Context: an optimization exercise on an open-source flow, tuned for small area, a short achievable clock period and few clock cycles per item. The choices shown serve that exercise and are no tape-out recipe.
The RTL was checked by simulation tests, not by an equivalence proof against the original design.

==> flow/design.v (excerpt) <==
module mdx_sample_alu (
    input  wire        clk,
    input  wire        rst_n,       
    input  wire        in_valid,
    output wire        in_ready,
    input  wire [1:0]  in_op,
    input  wire [31:0] in_a,
    input  wire [31:0] in_b,
    input  wire [31:0] in_c,
    output wire        out_valid,
    input  wire        out_ready,
    output wire [31:0] out_data
);
export LEC_CHECK = 0
export ABC_AREA = 1
export CAP_MARGIN = 20
export CORE_MARGIN = 2
export CORE_UTILIZATION = 75
export SETUP_SLACK_MARGIN = 5
export SLEW_MARGIN = 20
create_clock -name core_clock -period 19.0 [get_ports {clk}]
run.sh (not shown) runs the stock make flow with config.mk's settings and CLKGATE_MAP_FILE= SYNTH_SCRIPT=/design/flow/synth_recipe.tcl, a recipe that flattens the netlist after the stock synthesis.
Testbench counts at the start, summed over its fixed seeds: cycles 26,696, items 24,000.
Change:
--- a/flow/config.mk
+++ b/flow/config.mk
@@ -9,5 +9,5 @@
 export CAP_MARGIN = 20
 export CORE_MARGIN = 2
-export CORE_UTILIZATION = 75
+export CORE_UTILIZATION = 55
 export SETUP_SLACK_MARGIN = 5
 export SLEW_MARGIN = 20
Setup slack is better by 0.43 ns; non-clock buffer count rises by 13; utilization falls by 21 points; via count falls by 8.4%; count of clock-buffer cells in the layout rises by 11; sequential cell count is unchanged; global-route usage falls by 14 points; fmax rises by 3.2%.

* * *

mdx_sample_alu, a different RTL version from the one above (not shown whole).
Size in the first run: ~470 flip-flops, about 140 I/O pins, about 59000 µm² of cells after synthesis.
make LEC_CHECK=0 ABC_AREA=1 CAP_MARGIN=20 CORE_MARGIN=2 CORE_UTILIZATION=70 SETUP_SLACK_MARGIN=5 SLEW_MARGIN=20 finish   # period 19.0 ns
The baseline completed with no timing, DRC or antenna violations.
Testbench counts at the start, summed over its fixed seeds: cycles 26,696, items 24,000.
Next try:
- CTS_CLUSTER_SIZE: default -> 30
Result: Maximum frequency stays the same; die area does not change; setup slack is unchanged; worst hold slack stays the same; register-to-register slack hardly moves; core utilization does not change; cell area is unchanged; global-route usage stays the same.

* * *

== the reference run ==
Another version of the RTL of mdx_sample_alu (not shown whole).
// mdx_sample_alu
module mdx_sample_alu (
    input  wire        clk,
    input  wire        rst_n,       
    input  wire        in_valid,
    output wire        in_ready,
    input  wire [1:0]  in_op,
    input  wire [31:0] in_a,
    input  wire [31:0] in_b,
    input  wire [31:0] in_c,
    output wire        out_valid,
    input  wire        out_ready,
    output wire [31:0] out_data
);
    localparam [31:0] QNAN = 32'h7FC00000;
    localparam [1:0] OP_WIN  = 2'd0;
    localparam [1:0] OP_IFR  = 2'd1;
    localparam [1:0] OP_NORM = 2'd2;
    localparam [1:0] OP_ADD  = 2'd3;
    localparam integer DK = 5;
    localparam integer DN = 5;
    localparam integer DI = DK * DN;
    function [31:0] rnd_pack;
        input        s;
        input [9:0]  e;
        input [26:0] m;
        input        st;
        reg          inc;
        reg   [30:0] pk;
        begin
            inc = m[2] & (m[1] | m[0] | st | m[3]);
            pk  = {(m[26] ? e[7:0] : 8'd0), m[25:3]} + {30'd0, inc};
            if (!e[9] && (e[8] || e[7:0] == 8'hFF))
                rnd_pack = {s, 8'hFF, 23'd0};
            else
                rnd_pack = {s, pk};
        end
    endfunction
    reg         s0_v;
    reg  [1:0]  op;
    reg  [31:0] ra, rb, rc;
    reg         hida, hidb;        
    reg  [6:0]  k;                 
    reg         scaled;            
    reg         a_hq, b_hq, xc_q, settle;
    reg         sp;                
    reg  [4:0]  sh;                
    reg         dv_run;
    reg         dv_lt;             
    reg  [3:0]  dv_cnt;
    reg  [27:0] dv_ws, dv_wc;      
    reg  [DI-1:0] dv_qp, dv_qn;    
    reg         t_v;
    reg  [31:0] rt, rcc;
    reg         t_add;
    reg         t_ph;              
    localparam integer QB = 2;     
    localparam integer QN = 1 << QB;
  ...
make LEC_CHECK=0 CAP_MARGIN=20 CORE_MARGIN=2 CORE_UTILIZATION=55 SETUP_SLACK_MARGIN=5 SLEW_MARGIN=20 finish   # period 19.0 ns
Testbench counts of the reference run, summed over its fixed seeds: cycles 30,069, items 24,000.
[inputs] the trial run vs the reference run
Settings: setting ABC_AREA to 1 for the first time.
Notes after the runs:
On total cell area at the placement stage: between the reference run and the trial run, it ends up higher for the reference run. Compared the trial run vs the reference run, and peak fanout along the critical path is down in the trial run.

[what the ideal ports hide]
In the flow no input, the clock included, has a driving cell. The finished layouts below were timed again as built, in two steps.
Step 1 assumes that a clkbuf_16 drives the clock port and a buf_2 every other input.
Step 2 adds t to the input delays and takes it off the output delays; t is the mean of the earliest and latest rising clock arrival at the registers after step 1. Input paths then give back, and output paths get back, about the clock's delay inside the block.
a / b / c = no drivers / after step 1 / after step 2; a / b = the first two.
| run | t, ns | setup WS [ns] | worst data-port slew with drivers (ns) |
|---|---|---|---|
| the first run of note 1 | 0.710 | 5.090 / 5.017 / 5.726 | 0.14 |
| the second run of note 1 | 0.728 | 5.517 / 5.439 / 5.943 | 0.04 |
| the first run of note 2 | 0.705 | 5.509 / 5.429 / 5.763 | 0.15 |
| the second run of note 2 | 0.705 | 5.509 / 5.429 / 5.763 | 0.15 |
| the reference run | 0.689 | 5.493 / 5.493 / 5.493 | 0.06 |
| the trial run | 0.742 | 5.654 / 5.654 / 5.654 | 0.05 |
After both steps setup and hold are still met in every run listed.
